This design comes from an exercise in tuning for a short achievable clock period and few clock cycles on the open sky130 flow, not from production work. RTL that was checked went through simulation tests only; none was proved equivalent to the original. Power and IR drop assume default switching activity.

==> 08-03: inputs <==
==> flow/design.v <==
module nr_core (
    input  wire        clk,
    input  wire        rst,         
    input  wire        cmd_valid,
    output wire        cmd_ready,
    input  wire [11:0] cmd,
    output reg         rsp_valid,
    output reg         rsp_ok,
    output reg  [31:0] rsp_val
);
    localparam [31:0] CRC_INIT = 32'hFFFFFFFF;
    localparam [31:0] CRC_POLY = 32'hEDB88320;
    reg [31:0] crc_r;    
    reg [16:0] key_r;    
    reg        kv_r;     
    reg        rst_q;    
    reg        cmd_qv;   
    reg [11:0] cmd_q;    
    reg [19:0] fold_s;   
    reg [19:0] fold_c;   
    assign cmd_ready = 1'b1;
    function [31:0] absorb;
        input [31:0] r;
        input [7:0]  b;
        integer i;
        reg [31:0] t;
        begin
            t = r ^ {24'd0, b};
            for (i = 0; i < 8; i = i + 1)
                t = t[0] ? ((t >> 1) ^ CRC_POLY) : (t >> 1);
            absorb = t;
        end
    endfunction
    function [20:0] ks_add;
        input [20:0] a;
        input [20:0] b;
        integer i, d;
        reg [20:0] p, g, pn, gn;
        begin
            p = a ^ b;
            g = a & b;
            for (d = 1; d < 21; d = d * 2) begin
                pn = p;
                gn = g;
                for (i = d; i < 21; i = i + 1) begin
                    gn[i] = g[i] | (p[i] & g[i-d]);
                    pn[i] = p[i] & p[i-d];
                end
                p = pn;
                g = gn;
            end
            ks_add = (a ^ b) ^ {g[19:0], 1'b0};
        end
    endfunction
    function [16:0] fold_t0;
        input [4:0] g;
        begin
            case (g)
                5'd0: fold_t0 = 17'd5313;
                5'd1: fold_t0 = 17'd36385;
                5'd2: fold_t0 = 17'd67457;
                5'd3: fold_t0 = 17'd98529;
                5'd4: fold_t0 = 17'd29601;
                5'd5: fold_t0 = 17'd60673;
                5'd6: fold_t0 = 17'd91745;
                5'd7: fold_t0 = 17'd22817;
                5'd8: fold_t0 = 17'd53889;
                5'd9: fold_t0 = 17'd84961;
                5'd10: fold_t0 = 17'd16033;
                5'd11: fold_t0 = 17'd47105;
                5'd12: fold_t0 = 17'd78177;
                5'd13: fold_t0 = 17'd9249;
                5'd14: fold_t0 = 17'd40321;
                5'd15: fold_t0 = 17'd71393;
                5'd16: fold_t0 = 17'd2465;
                5'd17: fold_t0 = 17'd33537;
                5'd18: fold_t0 = 17'd64609;
                5'd19: fold_t0 = 17'd95681;
                5'd20: fold_t0 = 17'd26753;
                5'd21: fold_t0 = 17'd57825;
                5'd22: fold_t0 = 17'd88897;
                5'd23: fold_t0 = 17'd19969;
                5'd24: fold_t0 = 17'd51041;
                5'd25: fold_t0 = 17'd82113;
                5'd26: fold_t0 = 17'd13185;
                5'd27: fold_t0 = 17'd44257;
                5'd28: fold_t0 = 17'd75329;
                5'd29: fold_t0 = 17'd6401;
                5'd30: fold_t0 = 17'd37473;
                5'd31: fold_t0 = 17'd68545;
                default: fold_t0 = 17'd0;
            endcase
        end
    endfunction
    function [16:0] fold_t1;
        input [4:0] g;
        begin
            case (g)
                5'd0: fold_t1 = 17'd0;
                5'd1: fold_t1 = 17'd94304;
                5'd2: fold_t1 = 17'd88608;
                5'd3: fold_t1 = 17'd82912;
                5'd4: fold_t1 = 17'd77216;
                5'd5: fold_t1 = 17'd71520;
                5'd6: fold_t1 = 17'd65824;
                5'd7: fold_t1 = 17'd60128;
                5'd8: fold_t1 = 17'd54432;
                5'd9: fold_t1 = 17'd48736;
                5'd10: fold_t1 = 17'd43040;
                5'd11: fold_t1 = 17'd37344;
                5'd12: fold_t1 = 17'd31648;
                5'd13: fold_t1 = 17'd25952;
                5'd14: fold_t1 = 17'd20256;
                5'd15: fold_t1 = 17'd14560;
                5'd16: fold_t1 = 17'd8864;
                5'd17: fold_t1 = 17'd3168;
                5'd18: fold_t1 = 17'd97472;
                5'd19: fold_t1 = 17'd91776;
                5'd20: fold_t1 = 17'd86080;
                5'd21: fold_t1 = 17'd80384;
                5'd22: fold_t1 = 17'd74688;
                5'd23: fold_t1 = 17'd68992;
                5'd24: fold_t1 = 17'd63296;
                5'd25: fold_t1 = 17'd57600;
                5'd26: fold_t1 = 17'd51904;
                5'd27: fold_t1 = 17'd46208;
                5'd28: fold_t1 = 17'd40512;
                5'd29: fold_t1 = 17'd34816;
                5'd30: fold_t1 = 17'd29120;
                5'd31: fold_t1 = 17'd23424;
                default: fold_t1 = 17'd0;
            endcase
        end
    endfunction
    function [16:0] fold_t2;
        input [4:0] g;
        begin
            case (g)
                5'd0: fold_t2 = 17'd0;
                5'd1: fold_t2 = 17'd17728;
                5'd2: fold_t2 = 17'd35456;
                5'd3: fold_t2 = 17'd53184;
                5'd4: fold_t2 = 17'd70912;
                5'd5: fold_t2 = 17'd88640;
                5'd6: fold_t2 = 17'd6368;
                5'd7: fold_t2 = 17'd24096;
                5'd8: fold_t2 = 17'd41824;
                5'd9: fold_t2 = 17'd59552;
                5'd10: fold_t2 = 17'd77280;
                5'd11: fold_t2 = 17'd95008;
                5'd12: fold_t2 = 17'd12736;
                5'd13: fold_t2 = 17'd30464;
                5'd14: fold_t2 = 17'd48192;
                5'd15: fold_t2 = 17'd65920;
                5'd16: fold_t2 = 17'd83648;
                5'd17: fold_t2 = 17'd1376;
                5'd18: fold_t2 = 17'd19104;
                5'd19: fold_t2 = 17'd36832;
                5'd20: fold_t2 = 17'd54560;
                5'd21: fold_t2 = 17'd72288;
                5'd22: fold_t2 = 17'd90016;
                5'd23: fold_t2 = 17'd7744;
                5'd24: fold_t2 = 17'd25472;
                5'd25: fold_t2 = 17'd43200;
                5'd26: fold_t2 = 17'd60928;
                5'd27: fold_t2 = 17'd78656;
                5'd28: fold_t2 = 17'd96384;
                5'd29: fold_t2 = 17'd14112;
                5'd30: fold_t2 = 17'd31840;
                5'd31: fold_t2 = 17'd49568;
                default: fold_t2 = 17'd0;
            endcase
        end
    endfunction
    wire ex_init = cmd_qv & (cmd_q == 12'h100);
    wire ex_byte = cmd_qv & (cmd_q[11:8] == 4'h2);
    wire ex_fold = cmd_qv & (cmd_q == 12'h300);
    wire [31:0] crc_next = (rst_q | ex_init) ? CRC_INIT :
                           ex_byte ? absorb(crc_r, cmd_q[7:0]) : crc_r;
    wire [31:0] fx = crc_next ^ 32'hFFFF5555;
    wire [19:0] fa0 = {3'b000, fx[16:0]};
    wire [19:0] fa1 = {3'b000, fold_t0(fx[21:17])};
    wire [19:0] fa2 = {3'b000, fold_t1(fx[26:22])};
    wire [19:0] fa3 = {3'b000, fold_t2(fx[31:27])};
    wire [19:0] fs1 = fa0 ^ fa1 ^ fa2;
    wire [19:0] fc1 = {(fa0[18:0] & fa1[18:0]) | (fa0[18:0] & fa2[18:0]) |
                       (fa1[18:0] & fa2[18:0]), 1'b0};
    wire [19:0] fs2 = fs1 ^ fc1 ^ fa3;
    wire [19:0] fc2 = {(fs1[18:0] & fc1[18:0]) | (fs1[18:0] & fa3[18:0]) |
                       (fc1[18:0] & fa3[18:0]), 1'b0};
    function [20:0] fold_sub;
        input [19:0] s;
        input [19:0] c;
        input [19:0] k;
        reg [19:0] t, u;
        begin
            t = s ^ c ^ k;
            u = {(s[18:0] & c[18:0]) | (s[18:0] & k[18:0]) | (c[18:0] & k[18:0]), 1'b0};
            fold_sub = ks_add({1'b0, t}, {(s[19] & c[19]) | (s[19] & k[19]) | (c[19] & k[19]), u});
        end
    endfunction
    wire [20:0] fd0 = ks_add({1'b0, fold_s}, {1'b0, fold_c});
    wire [20:0] fd1 = fold_sub(fold_s, fold_c, 20'd948576);    
    wire [20:0] fd2 = fold_sub(fold_s, fold_c, 20'd848576);    
    wire [20:0] fd3 = fold_sub(fold_s, fold_c, 20'd748576);    
    wire [20:0] fd4 = fold_sub(fold_s, fold_c, 20'd648576);    
    wire [16:0] fold_key = fd4[20] ? fd4[16:0] :
                           fd3[20] ? fd3[16:0] :
                           fd2[20] ? fd2[16:0] :
                           fd1[20] ? fd1[16:0] : fd0[16:0];
    wire        kv_eff  = (kv_r & ~rst_q) | ex_fold;
    wire [16:0] key_eff = ex_fold ? fold_key : key_r;
    always @(posedge clk) begin
        rst_q  <= rst;
        cmd_qv <= cmd_valid & ~rst;
        cmd_q  <= cmd;
        crc_r  <= crc_next;
        fold_s <= fs2;
        fold_c <= fc2;
        kv_r   <= kv_eff;
        if (ex_fold)
            key_r <= fold_key;
    end
    wire        ok_n;
    wire [31:0] val_n;
    wire [16:0] kk = key_eff & {17{kv_eff}};
    genvar gi, gj;
    generate
        for (gi = 0; gi < 4; gi = gi + 1) begin : g_slice
            wire zl, zh, op4, op45, sel;
            nr_zero4  u_zl  (.a(cmd[3:0]), .z(zl));
            nr_zero4  u_zh  (.a(cmd[7:4]), .z(zh));
            nr_op4    u_op4 (.op(cmd[11:8]), .y(op4));
            nr_op45   u_op45(.op(cmd[11:9]), .y(op45));
            for (gj = 0; gj < 8; gj = gj + 1) begin : g_bit
                localparam integer B = gi * 8 + gj;
                if (B == 0) begin : g_b0
                    nr_val0 u (.zl(zl), .zh(zh), .op(cmd[11:8]), .crc(crc_next[0]),
                               .kk(kk[0]), .kv(kv_eff), .y(val_n[0]));
                end else if (B == 1) begin : g_b1
                    nr_val1 u (.zl(zl), .zh(zh), .op(cmd[11:8]), .crc(crc_next[1]),
                               .kk(kk[1]), .kv(kv_eff), .y(val_n[1]));
                end else if (B <= 16) begin : g_bk
                    nr_valk u (.zl(zl), .zh(zh), .op45(op45), .sel(cmd[8]),
                               .crc(crc_next[B]), .kk(kk[B]), .y(val_n[B]));
                end else begin : g_bc
                    nr_valc u (.zl(zl), .zh(zh), .op4(op4), .crc(crc_next[B]),
                               .y(val_n[B]));
                end
            end
        end
    endgenerate
    wire zl_ok, zh_ok;
    nr_zero4 u_zl_ok (.a(cmd[3:0]), .z(zl_ok));
    nr_zero4 u_zh_ok (.a(cmd[7:4]), .z(zh_ok));
    nr_ok    u_ok    (.zl(zl_ok), .zh(zh_ok), .op(cmd[11:8]), .kv(kv_eff), .y(ok_n));
    always @(posedge clk) begin
        rsp_valid <= cmd_valid & ~rst;
        rsp_ok    <= ok_n;
        rsp_val   <= val_n;
    end
endmodule
module nr_zero4 (input wire [3:0] a, output wire z);
    assign z = ~|a;
endmodule
module nr_op4 (input wire [3:0] op, output wire y);
    assign y = (op == 4'h4);
endmodule
module nr_op45 (input wire [2:0] op, output wire y);
    assign y = (op == 3'b010);
endmodule
module nr_valc (input wire zl, input wire zh, input wire op4, input wire crc,
                output wire y);
    assign y = zl & zh & op4 & ~crc;
endmodule
module nr_valk (input wire zl, input wire zh, input wire op45, input wire sel,
                input wire crc, input wire kk, output wire y);
    assign y = zl & zh & op45 & (sel ? kk : ~crc);
endmodule
module nr_val0 (input wire zl, input wire zh, input wire [3:0] op, input wire crc,
                input wire kk, input wire kv, output wire y);
    wire imm_z = zl & zh;
    wire bad_op = (op == 4'h0) | (op > 4'h5);
    assign y = bad_op | (imm_z & (((op == 4'h4) & ~crc) | ((op == 4'h5) & (kk | ~kv))));
endmodule
module nr_val1 (input wire zl, input wire zh, input wire [3:0] op, input wire crc,
                input wire kk, input wire kv, output wire y);
    wire imm_z = zl & zh;
    wire imm_op = (op == 4'h1) | (op == 4'h3) | (op == 4'h4) | (op == 4'h5);
    assign y = imm_z ? (((op == 4'h4) & ~crc) | ((op == 4'h5) & (kk | ~kv))) : imm_op;
endmodule
module nr_ok (input wire zl, input wire zh, input wire [3:0] op, input wire kv,
              output wire y);
    wire imm_z = zl & zh;
    assign y = (op == 4'h2) |
               (imm_z & ((op == 4'h1) | (op == 4'h3) | (op == 4'h4) | ((op == 4'h5) & kv)));
endmodule
==> flow/flow/run.sh <==
#!/bin/bash
# Own layout flow: the standard flow (standard.sh, unchanged synthesis),
# with the timing repair asked to reach a setup slack of flow/margin.txt ns
# on the design's clock, so that gates are sized for a short achieved
# period, and plain buffers (not delay cells) on the ports.
set -euo pipefail
MARGIN=$(cat flow/margin.txt)
bash standard.sh SETUP_SLACK_MARGIN=$MARGIN \
  "BUFFER_PORTS_ARGS=-buffer_cell sky130_fd_sc_hd__buf_4" \
  finish > standard_flow.log 2>&1
==> flow/flow/margin.txt <==
17
==> flow/standard.sh <==
#!/bin/bash
# synth_recipe.tcl (not shown) runs the flow's synth.tcl, then flattens the netlist and writes it again
# the make line also repeats each setting of config.mk as NAME=value (left out here)
make -C /OpenROAD-flow-scripts/flow DESIGN_CONFIG=/design/flow/config.mk WORK_HOME=/design/flow/orfs CLKGATE_MAP_FILE= SYNTH_SCRIPT=/design/flow/synth_recipe.tcl "${@:-finish}"
==> flow/config.mk <==
export PLATFORM = sky130hd
export DESIGN_NAME = nr_core
export DESIGN_NICKNAME = nr_core
export VERILOG_FILES = /design/flow/design.v
export SDC_FILE = /design/flow/constraint.sdc
export NUM_CORES = 4
export LEC_CHECK = 0
export CAP_MARGIN = 20
export CORE_MARGIN = 2
export CORE_UTILIZATION = 40
export SLEW_MARGIN = 20
export SYNTH_HIERARCHICAL = 1
export SYNTH_MINIMUM_KEEP_SIZE = 0
==> flow/constraint.sdc <==
create_clock -name core_clock -period 22.0 [get_ports {clk}]
set_input_delay 4.4000 -clock core_clock [delete_from_list [all_inputs] [get_ports {clk}]]
set_output_delay 4.4000 -clock core_clock [all_outputs]
set_load 0.01 [all_outputs]
==> 04-09 (differences from 08-03) <==
--- a/flow/design.v
+++ b/flow/design.v
@@ -222,37 +222,22 @@
             key_r <= fold_key;
     end
-    wire        ok_n;
-    wire [31:0] val_n;
-    wire [16:0] kk = key_eff & {17{kv_eff}};
-    genvar gi, gj;
-    generate
-        for (gi = 0; gi < 4; gi = gi + 1) begin : g_slice
-            wire zl, zh, op4, op45, sel;
-            nr_zero4  u_zl  (.a(cmd[3:0]), .z(zl));
-            nr_zero4  u_zh  (.a(cmd[7:4]), .z(zh));
-            nr_op4    u_op4 (.op(cmd[11:8]), .y(op4));
-            nr_op45   u_op45(.op(cmd[11:9]), .y(op45));
-            for (gj = 0; gj < 8; gj = gj + 1) begin : g_bit
-                localparam integer B = gi * 8 + gj;
-                if (B == 0) begin : g_b0
-                    nr_val0 u (.zl(zl), .zh(zh), .op(cmd[11:8]), .crc(crc_next[0]),
-                               .kk(kk[0]), .kv(kv_eff), .y(val_n[0]));
-                end else if (B == 1) begin : g_b1
-                    nr_val1 u (.zl(zl), .zh(zh), .op(cmd[11:8]), .crc(crc_next[1]),
-                               .kk(kk[1]), .kv(kv_eff), .y(val_n[1]));
-                end else if (B <= 16) begin : g_bk
-                    nr_valk u (.zl(zl), .zh(zh), .op45(op45), .sel(cmd[8]),
-                               .crc(crc_next[B]), .kk(kk[B]), .y(val_n[B]));
-                end else begin : g_bc
-                    nr_valc u (.zl(zl), .zh(zh), .op4(op4), .crc(crc_next[B]),
-                               .y(val_n[B]));
-                end
-            end
-        end
-    endgenerate
-    wire zl_ok, zh_ok;
-    nr_zero4 u_zl_ok (.a(cmd[3:0]), .z(zl_ok));
-    nr_zero4 u_zh_ok (.a(cmd[7:4]), .z(zh_ok));
-    nr_ok    u_ok    (.zl(zl_ok), .zh(zh_ok), .op(cmd[11:8]), .kv(kv_eff), .y(ok_n));
+    wire [3:0] op      = cmd[11:8];
+    wire       imm_z   = (cmd[7:0] == 8'd0);
+    reg        ok_n;
+    reg [31:0] val_n;
+    always @(*) begin
+        ok_n  = 1'b1;
+        val_n = 32'd0;
+        case (op)
+            4'h2: ;
+            4'h1, 4'h3: if (!imm_z) begin ok_n = 1'b0; val_n = 32'd2; end
+            4'h4: if (!imm_z) begin ok_n = 1'b0; val_n = 32'd2; end
+                  else val_n = ~crc_next;
+            4'h5: if (!imm_z) begin ok_n = 1'b0; val_n = 32'd2; end
+                  else if (kv_eff) val_n = {15'd0, key_eff};
+                  else begin ok_n = 1'b0; val_n = 32'd3; end
+            default: begin ok_n = 1'b0; val_n = 32'd1; end
+        endcase
+    end
     always @(posedge clk) begin
         rsp_valid <= cmd_valid & ~rst;
@@ -261,37 +246,2 @@
     end
 endmodule
-module nr_zero4 (input wire [3:0] a, output wire z);
-    assign z = ~|a;
-endmodule
-module nr_op4 (input wire [3:0] op, output wire y);
-    assign y = (op == 4'h4);
-endmodule
-module nr_op45 (input wire [2:0] op, output wire y);
-    assign y = (op == 3'b010);
-endmodule
-module nr_valc (input wire zl, input wire zh, input wire op4, input wire crc,
-                output wire y);
-    assign y = zl & zh & op4 & ~crc;
-endmodule
-module nr_valk (input wire zl, input wire zh, input wire op45, input wire sel,
-                input wire crc, input wire kk, output wire y);
-    assign y = zl & zh & op45 & (sel ? kk : ~crc);
-endmodule
-module nr_val0 (input wire zl, input wire zh, input wire [3:0] op, input wire crc,
-                input wire kk, input wire kv, output wire y);
-    wire imm_z = zl & zh;
-    wire bad_op = (op == 4'h0) | (op > 4'h5);
-    assign y = bad_op | (imm_z & (((op == 4'h4) & ~crc) | ((op == 4'h5) & (kk | ~kv))));
-endmodule
-module nr_val1 (input wire zl, input wire zh, input wire [3:0] op, input wire crc,
-                input wire kk, input wire kv, output wire y);
-    wire imm_z = zl & zh;
-    wire imm_op = (op == 4'h1) | (op == 4'h3) | (op == 4'h4) | (op == 4'h5);
-    assign y = imm_z ? (((op == 4'h4) & ~crc) | ((op == 4'h5) & (kk | ~kv))) : imm_op;
-endmodule
-module nr_ok (input wire zl, input wire zh, input wire [3:0] op, input wire kv,
-              output wire y);
-    wire imm_z = zl & zh;
-    assign y = (op == 4'h2) |
-               (imm_z & ((op == 4'h1) | (op == 4'h3) | (op == 4'h4) | ((op == 4'h5) & kv)));
-endmodule
--- a/flow/config.mk
+++ b/flow/config.mk
@@ -6,8 +6,7 @@
 export NUM_CORES = 4
 export LEC_CHECK = 0
+export ABC_CLOCK_PERIOD_IN_PS = 2000
 export CAP_MARGIN = 20
 export CORE_MARGIN = 2
 export CORE_UTILIZATION = 40
 export SLEW_MARGIN = 20
-export SYNTH_HIERARCHICAL = 1
-export SYNTH_MINIMUM_KEEP_SIZE = 0
==> 11-15 (differences from 08-03) <==
--- a/flow/design.v
+++ b/flow/design.v
@@ -224,35 +224,10 @@
     wire        ok_n;
     wire [31:0] val_n;
-    wire [16:0] kk = key_eff & {17{kv_eff}};
-    genvar gi, gj;
-    generate
-        for (gi = 0; gi < 4; gi = gi + 1) begin : g_slice
-            wire zl, zh, op4, op45, sel;
-            nr_zero4  u_zl  (.a(cmd[3:0]), .z(zl));
-            nr_zero4  u_zh  (.a(cmd[7:4]), .z(zh));
-            nr_op4    u_op4 (.op(cmd[11:8]), .y(op4));
-            nr_op45   u_op45(.op(cmd[11:9]), .y(op45));
-            for (gj = 0; gj < 8; gj = gj + 1) begin : g_bit
-                localparam integer B = gi * 8 + gj;
-                if (B == 0) begin : g_b0
-                    nr_val0 u (.zl(zl), .zh(zh), .op(cmd[11:8]), .crc(crc_next[0]),
-                               .kk(kk[0]), .kv(kv_eff), .y(val_n[0]));
-                end else if (B == 1) begin : g_b1
-                    nr_val1 u (.zl(zl), .zh(zh), .op(cmd[11:8]), .crc(crc_next[1]),
-                               .kk(kk[1]), .kv(kv_eff), .y(val_n[1]));
-                end else if (B <= 16) begin : g_bk
-                    nr_valk u (.zl(zl), .zh(zh), .op45(op45), .sel(cmd[8]),
-                               .crc(crc_next[B]), .kk(kk[B]), .y(val_n[B]));
-                end else begin : g_bc
-                    nr_valc u (.zl(zl), .zh(zh), .op4(op4), .crc(crc_next[B]),
-                               .y(val_n[B]));
-                end
-            end
-        end
-    endgenerate
-    wire zl_ok, zh_ok;
-    nr_zero4 u_zl_ok (.a(cmd[3:0]), .z(zl_ok));
-    nr_zero4 u_zh_ok (.a(cmd[7:4]), .z(zh_ok));
-    nr_ok    u_ok    (.zl(zl_ok), .zh(zh_ok), .op(cmd[11:8]), .kv(kv_eff), .y(ok_n));
+    wire [31:0] key_w = {15'd0, key_eff};
+    nr_resp_ok u_ok (.cmd(cmd), .kv(kv_eff), .ok(ok_n));
+    nr_resp_slice #(.LSB(0))  u_v0 (.cmd(cmd), .crc(crc_next[7:0]),   .kv(kv_eff), .key(key_w[7:0]),   .val(val_n[7:0]));
+    nr_resp_slice #(.LSB(8))  u_v1 (.cmd(cmd), .crc(crc_next[15:8]),  .kv(kv_eff), .key(key_w[15:8]),  .val(val_n[15:8]));
+    nr_resp_slice #(.LSB(16)) u_v2 (.cmd(cmd), .crc(crc_next[23:16]), .kv(kv_eff), .key(key_w[23:16]), .val(val_n[23:16]));
+    nr_resp_slice #(.LSB(24)) u_v3 (.cmd(cmd), .crc(crc_next[31:24]), .kv(kv_eff), .key(key_w[31:24]), .val(val_n[31:24]));
     always @(posedge clk) begin
         rsp_valid <= cmd_valid & ~rst;
@@ -261,37 +236,43 @@
     end
 endmodule
-module nr_zero4 (input wire [3:0] a, output wire z);
-    assign z = ~|a;
+module nr_resp_ok (
+    input  wire [11:0] cmd,
+    input  wire        kv,
+    output reg         ok
+);
+    wire [3:0] op    = cmd[11:8];
+    wire       imm_z = (cmd[7:0] == 8'd0);
+    always @(*) begin
+        case (op)
+            4'h2:             ok = 1'b1;
+            4'h1, 4'h3, 4'h4: ok = imm_z;
+            4'h5:             ok = imm_z & kv;
+            default:          ok = 1'b0;
+        endcase
+    end
 endmodule
-module nr_op4 (input wire [3:0] op, output wire y);
-    assign y = (op == 4'h4);
+module nr_resp_slice #(
+    parameter LSB = 0
+) (
+    input  wire [11:0] cmd,
+    input  wire [7:0]  crc,
+    input  wire        kv,
+    input  wire [7:0]  key,
+    output wire [7:0]  val
+);
+    wire [3:0] op    = cmd[11:8];
+    wire       imm_z = (cmd[7:0] == 8'd0);
+    wire rdcrc = (op == 4'h4) & imm_z;
+    wire rdkey = (op == 4'h5) & imm_z & kv;
+    wire [1:0] err = (op == 4'h0 || op > 4'h5) ? 2'd1 :
+                     (op != 4'h2 && !imm_z)    ? 2'd2 :
+                     (op == 4'h5 && !kv)       ? 2'd3 : 2'd0;
+    genvar j;
+    generate
+        for (j = 0; j < 8; j = j + 1) begin : g_bit
+            wire k = (LSB + j <= 16) ? key[j] : 1'b0;
+            wire e = (LSB + j <= 1)  ? err[j] : 1'b0;
+            assign val[j] = (rdcrc & ~crc[j]) | (rdkey & k) | e;
+        end
+    endgenerate
 endmodule
-module nr_op45 (input wire [2:0] op, output wire y);
-    assign y = (op == 3'b010);
-endmodule
-module nr_valc (input wire zl, input wire zh, input wire op4, input wire crc,
-                output wire y);
-    assign y = zl & zh & op4 & ~crc;
-endmodule
-module nr_valk (input wire zl, input wire zh, input wire op45, input wire sel,
-                input wire crc, input wire kk, output wire y);
-    assign y = zl & zh & op45 & (sel ? kk : ~crc);
-endmodule
-module nr_val0 (input wire zl, input wire zh, input wire [3:0] op, input wire crc,
-                input wire kk, input wire kv, output wire y);
-    wire imm_z = zl & zh;
-    wire bad_op = (op == 4'h0) | (op > 4'h5);
-    assign y = bad_op | (imm_z & (((op == 4'h4) & ~crc) | ((op == 4'h5) & (kk | ~kv))));
-endmodule
-module nr_val1 (input wire zl, input wire zh, input wire [3:0] op, input wire crc,
-                input wire kk, input wire kv, output wire y);
-    wire imm_z = zl & zh;
-    wire imm_op = (op == 4'h1) | (op == 4'h3) | (op == 4'h4) | (op == 4'h5);
-    assign y = imm_z ? (((op == 4'h4) & ~crc) | ((op == 4'h5) & (kk | ~kv))) : imm_op;
-endmodule
-module nr_ok (input wire zl, input wire zh, input wire [3:0] op, input wire kv,
-              output wire y);
-    wire imm_z = zl & zh;
-    assign y = (op == 4'h2) |
-               (imm_z & ((op == 4'h1) | (op == 4'h3) | (op == 4'h4) | ((op == 4'h5) & kv)));
-endmodule
==> summary of the runs <==
- In 04-09 the clock power is lower than in 11-15, by about 1%.
- Non-clock buffer count: 08-03 > 11-15 > 04-09.
- Between 08-03 and 04-09, the lower via count is in 04-09 (gap 17%, measured against 04-09).
- Against 04-09, the count of clock-buffer cells in the layout of 11-15 is higher by 1.
==> figures <==
                                                                        04-09                     08-03                    11-15
Status                                                complete, no violations   complete, no violations  complete, no violations
Die span in x                                                          166 um                    175 um                   171 um
Portion of the layout cell area used by clock cells                    0.0491                    0.0420                   0.0446
Fmax                                                                  186 MHz                   189 MHz                  189 MHz
Final Non-Filler Cells                                                   1634                      1840                     1758
Total number of yosys warnings                                              1                         7                        8
Worst hold path cell count                                                  1                         2                        2
Dominant cell by count in the synthesized netlist    sky130_fd_sc_hd__dfxtp_1  sky130_fd_sc_hd__nand2_1                        -
Syn_nets                                                                 1408                      1534                     1498
Area growth syn-to-layout                                               14.8%                     16.5%                    17.1%
Testbench counts of 11-15, summed over its fixed seeds: cycles 3,528.
Only the layout flow was run in 08-03 and 04-09; the RTL was not checked for function there.

separate check: timing with driven ports:
No port has a modelled driver above. Below, the same layouts with a new extraction and two added sets of constraints.
Step 1: set_driving_cell puts a clkbuf_16 on clk and a buf_2 on each other input, an assumption about the parent block.
Step 2 also shifts input and output timing later by t, the mid clock arrival at the registers, as if the neighbouring blocks saw the same clock.
Slacks: ideal / step 1 / step 2; pairs: ideal / step 1.
run | shift t [ns] | setup WS [ns] | clock arrival spread, ns
08-03 | 0.471 | 16.701 / 16.655 / 16.514 | 0.018 / 0.018
04-09 | 0.462 | 16.614 / 16.621 / 16.159 | 0.024 / 0.024
11-15 | 0.465 | 16.718 / 16.674 / 16.361 | 0.019 / 0.019
After both steps setup and hold are still met in every run listed. For 04-09, which loses most, drivers alone change the setup slack by +0.007 ns; drivers and shift together by -0.455 ns.
